This is an optimization exercise on Yosys and OpenROAD, whose aim is small area, a short achievable clock period and few clock cycles per item, not a production implementation. In this exercise RTL edits were held to simulation tests only and were not proved equivalent to the original. Power figures rest on the tool's default switching activity, not on a simulated workload.

red:
## tbacc
module tbacc (
    input  wire         clk,
    input  wire         rst,
    input  wire         cmd_valid,
    output wire         cmd_ready,
    input  wire [7:0]   cmd_op,
    input  wire [63:0]  cmd_a,
    input  wire [63:0]  cmd_b,
    output wire         rsp_valid,
    output wire [7:0]   rsp_status,
    output wire [63:0]  rsp_data,
    output wire         mem_req,
    output wire         mem_wide,
    output wire [31:0]  mem_addr,
    input  wire         mem_ack,
    input  wire [63:0]  mem_rdata,
    input  wire         mem_err,
    output wire [63:0]  value_o,
    output wire [15:0]  status_o
);
export LEC_CHECK = 0
export CAP_MARGIN = 20
export CORE_MARGIN = 2
export CORE_UTILIZATION = 40
export PLACE_DENSITY = 0.6
export SLEW_MARGIN = 20
export TNS_END_PERCENT = 0
create_clock -name core_clock -period 12.5 [get_ports {clk}]
standard.sh (not shown) runs the stock make flow with config.mk's settings and CLKGATE_MAP_FILE= SYNTH_SCRIPT=/design/flow/synth_recipe.tcl, a recipe that flattens the netlist after the stock synthesis.
==> flow/flow/run.sh <==
#!/bin/bash
set -euo pipefail
bash standard.sh SETUP_SLACK_MARGIN=9 "BUFFER_PORTS_ARGS=-buffer_cell sky130_fd_sc_hd__buf_4" finish > standard.log 2>&1
Testbench counts of red, summed over its fixed seeds: cycles 16,282, hashes 384.
What green does differently from red at the input level:
diff --git a/flow/design.v b/flow/design.v
--- a/flow/design.v
+++ b/flow/design.v
@@ -461,23 +461,23 @@
             fin_pend <= 1'b0;
             busy_q   <= 1'b0;
             h1_q     <= 1'b0;
             cmp2_q   <= 1'b0;
             f2_q     <= 1'b0;
             rl_q     <= 1'b0;
             mb_q     <= 1'b0;
         end else begin
             cs <= cs_n;
             if (init || cs_n == S_F1)
                 fin_pend <= 1'b0;
-            else if (fin_go)
+            else if (fin_go && !cs[3])
                 fin_pend <= 1'b1;
             busy_q <= (cs_n != S_IDLE);
             h1_q   <= (cs_n == S_C1) || (cs_n[3] && !cs_n[0]);
             cmp2_q <= (cs_n == S_C2) || (cs_n == S_F2);
             f2_q   <= (cs_n == S_F2);
             rl_q   <= (cs_n == S_RL);
             mb_q   <= (cs_n == S_C1);
         end
     end
     always @(posedge clk) begin
         if (init) begin
@@ -611,38 +611,39 @@
     wire [63:0] ap_src = bm ? {a_q[63:32], b_q[63:32]} : a_q;
     wire [3:0]  ap_n   = bm ? gn : n_typed;
     wire        ap_en  = x_typed | gdone;
     wire [63:0] ap_value, ap_chunk;
     wire        ap_cv;
     tbacc_tailbuf u_tailbuf (
         .value(value), .src(ap_src), .n(ap_n),
         .new_value(ap_value), .chunk(ap_chunk), .chunk_valid(ap_cv)
     );
     assign chunk_wr = ap_en & ap_cv;
     wire        fin_load;
-    wire [63:0] m_n = chunk_wr ? ap_chunk : value;
+    reg  [63:0] value_n;
+    wire [63:0] m_n = chunk_wr ? ap_chunk : value_n;
+    wire        efin;
     wire [63:0] dig;
     tbacc_sipcore u_core (
         .clk(clk), .rst(rst), .init(init_x), .seed0(a_q), .seed1(b_q),
-        .chunk_wr(chunk_wr), .fin_go(fin_x), .m(m), .xin(m_n),
+        .chunk_wr(chunk_wr), .fin_go(fin_x | efin), .m(m), .xin(m_n),
         .m_busy(m_busy), .m_busy_next(m_busy_next), .fin_load(fin_load),
         .f2(core_f2), .rl(core_rl), .dig(dig)
     );
     wire        rd_ack  = rd & mem_ack;
     wire [31:0] cur_n   = a_q[31:0] + (mwide ? 32'd8 : 32'd1);
     wire [31:0] rem_n   = b_q[31:0] - (mwide ? 32'd8 : 32'd1);
     wire        more    = (rem_n != 32'd0);
     wire        wide_n  = (cur_n[2:0] == 3'd0) && (rem_n[31:3] != 29'd0);
     wire        gend    = mwide | (cur_n[2:0] == 3'd0) | !more;
     wire        bytes_done = gdone & !rd;
-    reg  [63:0] value_n;
     always @(*) begin
         if (init_x)
             value_n = 64'd0;
         else if (ap_en)
             value_n = ap_value;
         else if (core_f2)
             value_n = 64'd1;
         else
             value_n = value;
     end
     reg blk_n, rd_n;
@@ -660,22 +661,23 @@
     wire n8  = ready_q ? d_8  : o8;
     wire n16 = ready_q ? d_16 : o16;
     wire n32 = ready_q ? d_32 : o32;
     wire n64 = ready_q ? d_64 : o64;
     wire nb  = ready_q ? d_b  : ob;
     wire tchunk_n = n64 | (n32 & c_n[2]) | (n16 & c_n[2] & c_n[1]) | (n8 & (c_n == 3'd7));
     wire rd_c   = (rd & !(rd_ack & (mem_err | !more))) | (vq & ob);
     wire blk_c  = (blk & !(bytes_done | errq | core_rl)) | (vq & (ob | of));
     wire ready_n = !rd_c & (!hold_n | (!blk_c & !nb & !(tchunk_n & m_busy_next)));
     wire ok_n   = !nz & !(vq & (orv | (!oi & fin) | of)) &
                   (!blk | bytes_done | core_rl) & (!fin | (vq & oi));
+    assign efin = cap & d_f & ok_n;
     wire early  = cap & d_b & !cmd_a[31] & !cmd_b[31] & (cmd_b[31:0] != 32'd0) & ok_n;
     always @(posedge clk) begin
         if (rst) begin
             ready_q   <= 1'b1;
             vq        <= 1'b0;
             value     <= 64'd1;
             fin       <= 1'b1;
             fault     <= 3'd0;
             nz        <= 1'b0;
             blk       <= 1'b0;
             rd        <= 1'b0;
==> run summary <==
- Run comparison: green critical path capture point u_core.D[63]$_DFFE_PP_; red critical path capture point u_core.D[32]$_DFFE_PP_
- The final reports for green and red show global-route usage higher in the former.
- In green, the power in combinational cells came out about 11% below the value in red.
- Changes observed in green relative to red: power after layout increased 41 µW, sum of routed wire length over all layers went up, global routing usage on met3 fell 0.88 points.
- Between green and red, it is green whose post-CTS resize count is lower, by 144.
- Looking at final design instance area without fill across red and green, the one that comes out lower is green.
Testbench counts of green, summed over its fixed seeds: cycles 16,136, hashes 384.

---

Starting RTL as in the previous note.
Settings: LEC_CHECK=0, CAP_MARGIN=20, CORE_MARGIN=2, CORE_UTILIZATION=40, PLACE_DENSITY=0.7, SLEW_MARGIN=20, TNS_END_PERCENT=0; clock period 12.5 ns.
Scripts as last shown in full above: flow/flow/run.sh
Testbench counts at the start, summed over its fixed seeds: cycles 16,282, hashes 384.
Rerun with:
--- a/flow/design.v
+++ b/flow/design.v
@@ -658,22 +658,21 @@
     wire hold_n = cap | (vq & !ex);
     wire [2:0] c_n = c + ap_n[2:0];    
     wire n8  = ready_q ? d_8  : o8;
     wire n16 = ready_q ? d_16 : o16;
     wire n32 = ready_q ? d_32 : o32;
     wire n64 = ready_q ? d_64 : o64;
     wire nb  = ready_q ? d_b  : ob;
     wire tchunk_n = n64 | (n32 & c_n[2]) | (n16 & c_n[2] & c_n[1]) | (n8 & (c_n == 3'd7));
-    wire rd_c   = (rd & !(rd_ack & (mem_err | !more))) | (vq & ob);
-    wire blk_c  = (blk & !(bytes_done | errq | core_rl)) | (vq & (ob | of));
-    wire ready_n = !rd_c & (!hold_n | (!blk_c & !nb & !(tchunk_n & m_busy_next)));
-    wire ok_n   = !nz & !(vq & (orv | (!oi & fin) | of)) &
-                  (!blk | bytes_done | core_rl) & (!fin | (vq & oi));
-    wire early  = cap & d_b & !cmd_a[31] & !cmd_b[31] & (cmd_b[31:0] != 32'd0) & ok_n;
+    wire ready_n = !rd_n & (!hold_n | (!blk_n & !nb & !(tchunk_n & m_busy_next)));
+    wire fin_n  = init_x ? 1'b0 : (core_f2 ? 1'b1 : fin);
+    wire nz_n   = nz | x_rv | x_wrap | x_nohash | errq;
+    wire early  = cap & d_b & !cmd_a[31] & !cmd_b[31] & (cmd_b[31:0] != 32'd0) &
+                  !nz_n & !fin_n & !blk_n;
     always @(posedge clk) begin
         if (rst) begin
             ready_q   <= 1'b1;
             vq        <= 1'b0;
             value     <= 64'd1;
             fin       <= 1'b1;
             fault     <= 3'd0;
             nz        <= 1'b0;
Effect:
- sequential share of layout area went up by 1.0 points
- core utilization came out lower by 0.13 points
- worst setup slack got worse by 0.059 ns
- routed wire length fell by 0.78%
- die area fell by about 2.8%
- combinational power fell by 8.6%
- synthesized area decreases by about 2.8%
- non-clock buffer count is lower by 71
- first-iteration DRC count fell by about 1.2%
- power goes up by 2.5%
- design area is lower by about 3.2%
- global-route usage goes up by 1.4 points
- sequential power hardly moves
- clock power came out higher by about 8%
Testbench counts after the change, summed over its fixed seeds: cycles 16,276, hashes 384.

---

tbacc with an RTL version that a note above also has.
Size in the first run: about 4900 cells after synthesis, about 620 flip-flops, about 390 I/O pins, roughly 45000 um^2 of cells after synthesis.
==> flow/config.mk <==
export PLATFORM = sky130hd
export DESIGN_NAME = tbacc
export DESIGN_NICKNAME = tbacc
export VERILOG_FILES = /design/flow/design.v
export SDC_FILE = /design/flow/constraint.sdc
export NUM_CORES = 4
export LEC_CHECK = 0
export CAP_MARGIN = 20
export CORE_MARGIN = 2
export CORE_UTILIZATION = 40
export PLACE_DENSITY = 0.6
export SLEW_MARGIN = 20
export TNS_END_PERCENT = 0
==> flow/constraint.sdc <==
create_clock -name core_clock -period 12.5 [get_ports {clk}]
set_input_delay 2.5000 -clock core_clock [delete_from_list [all_inputs] [get_ports {clk}]]
set_output_delay 2.5000 -clock core_clock [all_outputs]
set_load 0.01 [all_outputs]
Scripts as last shown in full above: flow/flow/run.sh
Testbench counts at the start, summed over its fixed seeds: cycles 16,276, hashes 384.
Edit:
--- a/flow/design.v
+++ b/flow/design.v
@@ -621,21 +621,22 @@
     wire        fin_load;
     wire [63:0] m_n = chunk_wr ? ap_chunk : value;
     wire [63:0] dig;
     tbacc_sipcore u_core (
         .clk(clk), .rst(rst), .init(init_x), .seed0(a_q), .seed1(b_q),
         .chunk_wr(chunk_wr), .fin_go(fin_x), .m(m), .xin(m_n),
         .m_busy(m_busy), .m_busy_next(m_busy_next), .fin_load(fin_load),
         .f2(core_f2), .rl(core_rl), .dig(dig)
     );
     wire        rd_ack  = rd & mem_ack;
-    wire [31:0] cur_n   = a_q[31:0] + (mwide ? 32'd8 : 32'd1);
+    reg  [31:0] cur;                    
+    wire [31:0] cur_n   = cur + (mwide ? 32'd8 : 32'd1);
     wire [31:0] rem_n   = b_q[31:0] - (mwide ? 32'd8 : 32'd1);
     wire        more    = (rem_n != 32'd0);
     wire        wide_n  = (cur_n[2:0] == 3'd0) && (rem_n[31:3] != 29'd0);
     wire        gend    = mwide | (cur_n[2:0] == 3'd0) | !more;
     wire        bytes_done = gdone & !rd;
     reg  [63:0] value_n;
     always @(*) begin
         if (init_x)
             value_n = 64'd0;
         else if (ap_en)
@@ -656,25 +657,26 @@
     end
     wire cap    = cmd_valid & ready_q;
     wire hold_n = cap | (vq & !ex);
     wire [2:0] c_n = c + ap_n[2:0];    
     wire n8  = ready_q ? d_8  : o8;
     wire n16 = ready_q ? d_16 : o16;
     wire n32 = ready_q ? d_32 : o32;
     wire n64 = ready_q ? d_64 : o64;
     wire nb  = ready_q ? d_b  : ob;
     wire tchunk_n = n64 | (n32 & c_n[2]) | (n16 & c_n[2] & c_n[1]) | (n8 & (c_n == 3'd7));
-    wire ready_n = !rd_n & (!hold_n | (!blk_n & !nb & !(tchunk_n & m_busy_next)));
-    wire fin_n  = init_x ? 1'b0 : (core_f2 ? 1'b1 : fin);
-    wire nz_n   = nz | x_rv | x_wrap | x_nohash | errq;
-    wire early  = cap & d_b & !cmd_a[31] & !cmd_b[31] & (cmd_b[31:0] != 32'd0) &
-                  !nz_n & !fin_n & !blk_n;
+    wire rd_c   = (rd & !(rd_ack & (mem_err | !more))) | (vq & ob);
+    wire blk_c  = (blk & !(bytes_done | errq | core_rl)) | (vq & (ob | of));
+    wire ready_n = !rd_c & (!hold_n | (!blk_c & !nb & !(tchunk_n & m_busy_next)));
+    wire ok_n   = !nz & !(vq & (orv | (!oi & fin) | of)) &
+                  (!blk | bytes_done | core_rl) & (!fin | (vq & oi));
+    wire early  = cap & d_b & !cmd_a[31] & !cmd_b[31] & (cmd_b[31:0] != 32'd0) & ok_n;
     always @(posedge clk) begin
         if (rst) begin
             ready_q   <= 1'b1;
             vq        <= 1'b0;
             value     <= 64'd1;
             fin       <= 1'b1;
             fault     <= 3'd0;
             nz        <= 1'b0;
             blk       <= 1'b0;
             rd        <= 1'b0;
@@ -709,20 +711,26 @@
                 bm <= 1'b0;
             if (early) begin
                 mreq  <= 1'b1;
                 mwide <= (cmd_a[2:0] == 3'd0) && (cmd_b[31:3] != 29'd0);
             end else if (x_bytes) begin
                 mreq  <= 1'b1;
                 mwide <= (a_q[2:0] == 3'd0) && (b_q[31:3] != 29'd0);
             end
             if (x_bytes)
                 gcnt  <= 3'd0;
+            if (early)
+                cur <= cmd_a[31:0];
+            else if (x_bytes)
+                cur <= a_q[31:0];
+            else if (rd_ack & !mem_err)
+                cur <= cur_n;
             if (rd_ack) begin
                 if (mem_err) begin
                     mreq <= 1'b0;
                 end else begin
                     mreq  <= more;
                     mwide <= wide_n;
                     gcnt  <= gend ? 3'd0 : gcnt + 3'd1;
                 end
             end
             gdone <= rd_ack & !mem_err & gend;
@@ -746,33 +754,32 @@
             b_q <= cmd_b;
             oi  <= d_init;
             o8  <= d_8;
             o16 <= d_16;
             o32 <= d_32;
             o64 <= d_64;
             ob  <= d_b;
             of  <= d_f;
             orv <= d_rv;
         end else if (rd_ack & !mem_err) begin
-            a_q[31:0] <= cur_n;
             b_q[31:0] <= rem_n;
             if (mwide) begin
                 b_q[63:32] <= mem_rdata[31:0];
                 a_q[63:32] <= mem_rdata[63:32];
             end else begin
                 for (i = 0; i < 4; i = i + 1)
                     if (gcnt == i) b_q[32 + 8*i +: 8] <= mem_rdata[7:0];
                 for (i = 0; i < 4; i = i + 1)
                     if (gcnt == i + 4) a_q[32 + 8*i +: 8] <= mem_rdata[7:0];
             end
         end
     end
     assign cmd_ready  = ready_q;
     assign rsp_valid  = rsp_q;
     assign rsp_status = {5'd0, fault};
     assign rsp_data   = dig_q;
     assign mem_req    = mreq;
     assign mem_wide   = mwide;
-    assign mem_addr   = a_q[31:0];
+    assign mem_addr   = cur;
     assign value_o    = value;
     assign status_o   = {5'd0, fault, 6'd0, nz, fin};
 endmodule
After rerunning: The new run ran to the end with no violations. Total power came out higher slightly. Global-route usage decreases by 2.8 points. Clock-buffer cell count increases by 5. Flip-flop and latch count is higher by 32. Clock skew came out higher by 0.015 ns. Via count grows by a few percent. Final area increases by a few percent. Worst setup slack gains 0.028 ns. Utilization is higher by 0.12 points. Wire length barely changes. Final cell count climbs by a few percent. Critical path depth came out lower by 4.
Testbench counts after the change, summed over its fixed seeds: cycles 16,282, hashes 384.

---

== R ==
tbacc with an RTL version that a note above also has.
Size: roughly 5,100 cells after synthesis, about 620 flip-flops, about 390 I/O pins, roughly 46,000 µm² of cells after synthesis.
==> flow/config.mk <==
export PLATFORM = sky130hd
export DESIGN_NAME = tbacc
export DESIGN_NICKNAME = tbacc
export VERILOG_FILES = /design/flow/design.v
export SDC_FILE = /design/flow/constraint.sdc
export NUM_CORES = 4
export LEC_CHECK = 0
export CAP_MARGIN = 20
export CORE_MARGIN = 2
export CORE_UTILIZATION = 40
export PLACE_DENSITY = 0.6
export SLEW_MARGIN = 20
export TNS_END_PERCENT = 0
==> flow/constraint.sdc <==
create_clock -name core_clock -period 12.5 [get_ports {clk}]
set_input_delay 2.5000 -clock core_clock [delete_from_list [all_inputs] [get_ports {clk}]]
set_output_delay 2.5000 -clock core_clock [all_outputs]
set_load 0.01 [all_outputs]
==> flow/flow/run.sh <==
#!/bin/bash
set -euo pipefail
bash standard.sh SETUP_SLACK_MARGIN=9 "BUFFER_PORTS_ARGS=-buffer_cell sky130_fd_sc_hd__buf_1" finish > standard.log 2>&1
Testbench counts of R, summed over its fixed seeds: cycles 16,282, hashes 384.
diff inputs: R => Q
--- a/flow/design.v
+++ b/flow/design.v
@@ -658,22 +658,21 @@
     wire hold_n = cap | (vq & !ex);
     wire [2:0] c_n = c + ap_n[2:0];    
     wire n8  = ready_q ? d_8  : o8;
     wire n16 = ready_q ? d_16 : o16;
     wire n32 = ready_q ? d_32 : o32;
     wire n64 = ready_q ? d_64 : o64;
     wire nb  = ready_q ? d_b  : ob;
     wire tchunk_n = n64 | (n32 & c_n[2]) | (n16 & c_n[2] & c_n[1]) | (n8 & (c_n == 3'd7));
-    wire rd_c   = (rd & !(rd_ack & (mem_err | !more))) | (vq & ob);
-    wire blk_c  = (blk & !(bytes_done | errq | core_rl)) | (vq & (ob | of));
-    wire ready_n = !rd_c & (!hold_n | (!blk_c & !nb & !(tchunk_n & m_busy_next)));
-    wire ok_n   = !nz & !(vq & (orv | (!oi & fin) | of)) &
-                  (!blk | bytes_done | core_rl) & (!fin | (vq & oi));
-    wire early  = cap & d_b & !cmd_a[31] & !cmd_b[31] & (cmd_b[31:0] != 32'd0) & ok_n;
+    wire ready_n = !rd_n & (!hold_n | (!blk_n & !nb & !(tchunk_n & m_busy_next)));
+    wire fin_n  = init_x ? 1'b0 : (core_f2 ? 1'b1 : fin);
+    wire nz_n   = nz | x_rv | x_wrap | x_nohash | errq;
+    wire early  = cap & d_b & !cmd_a[31] & !cmd_b[31] & (cmd_b[31:0] != 32'd0) &
+                  !nz_n & !fin_n & !blk_n;
     always @(posedge clk) begin
         if (rst) begin
             ready_q   <= 1'b1;
             vq        <= 1'b0;
             value     <= 64'd1;
             fin       <= 1'b1;
             fault     <= 3'd0;
             nz        <= 1'b0;
Results
- Cell count, Q vs R: down by a few percent
- When Q is measured against R, its final design area excluding fillers turns out about 4.3% lower.
- Comparing the two runs side by side, Q comes out behind R on shortest clock period the worst path allows after layout.
- Compared with R, Q shows a higher final weighted congestion in routability-driven placement.
- The timing-limited maximum frequency of Q was inferior to that of R.
- The largest clock skew in the final design of R and that of Q are within noise of each other.
- Est. power | Q vs R | Q lower
Testbench counts of Q, summed over its fixed seeds: cycles 16,276, hashes 384.

-- separate check: timing with driven ports --
The results above use ideal ports. As a check the final layouts listed here were re-extracted and re-timed, cells and wires unchanged. Step 1 (the two cells are an assumption about what drives the block):
set clk [get_ports {clk}]
set_driving_cell -lib_cell sky130_fd_sc_hd__clkbuf_16 $clk
set_driving_cell -lib_cell sky130_fd_sc_hd__buf_2 [delete_from_list [all_inputs] $clk]
Step 2 moves the port delays by t, midway between the first and last clock arrival at a register: inputs arrive t later, outputs are due t later. That takes back most of the time a late clock gives input paths. Three values: no drivers, after step 1, after step 2; two values: the first two.
run	shift t [ns]	slack for setup (ns)	slew at the worst register clock pin (ns)	worst slew at a driven data input, ns
red	0.735	8.334 / 8.299 / 7.819	0.07 / 0.07	0.09
green	0.764	7.865 / 7.865 / 7.201	0.07 / 0.07	0.11
the first run of note 2	0.744	8.255 / 8.255 / 7.948	0.07 / 0.07	0.10
the second run of note 2	0.751	8.197 / 8.197 / 7.995	0.07 / 0.07	0.06
the first run of note 3	0.761	8.184 / 8.184 / 7.911	0.07 / 0.07	0.06
the second run of note 3	0.770	8.212 / 8.212 / 7.683	0.07 / 0.07	0.07
R	0.768	8.305 / 8.272 / 7.860	0.07 / 0.07	0.10
Q	0.757	8.143 / 8.143 / 7.919	0.07 / 0.07	0.06
After both steps setup and hold are still met in every run listed. For green, which loses most, drivers alone change the setup slack by 0.000 ns; drivers and shift together by -0.664 ns.
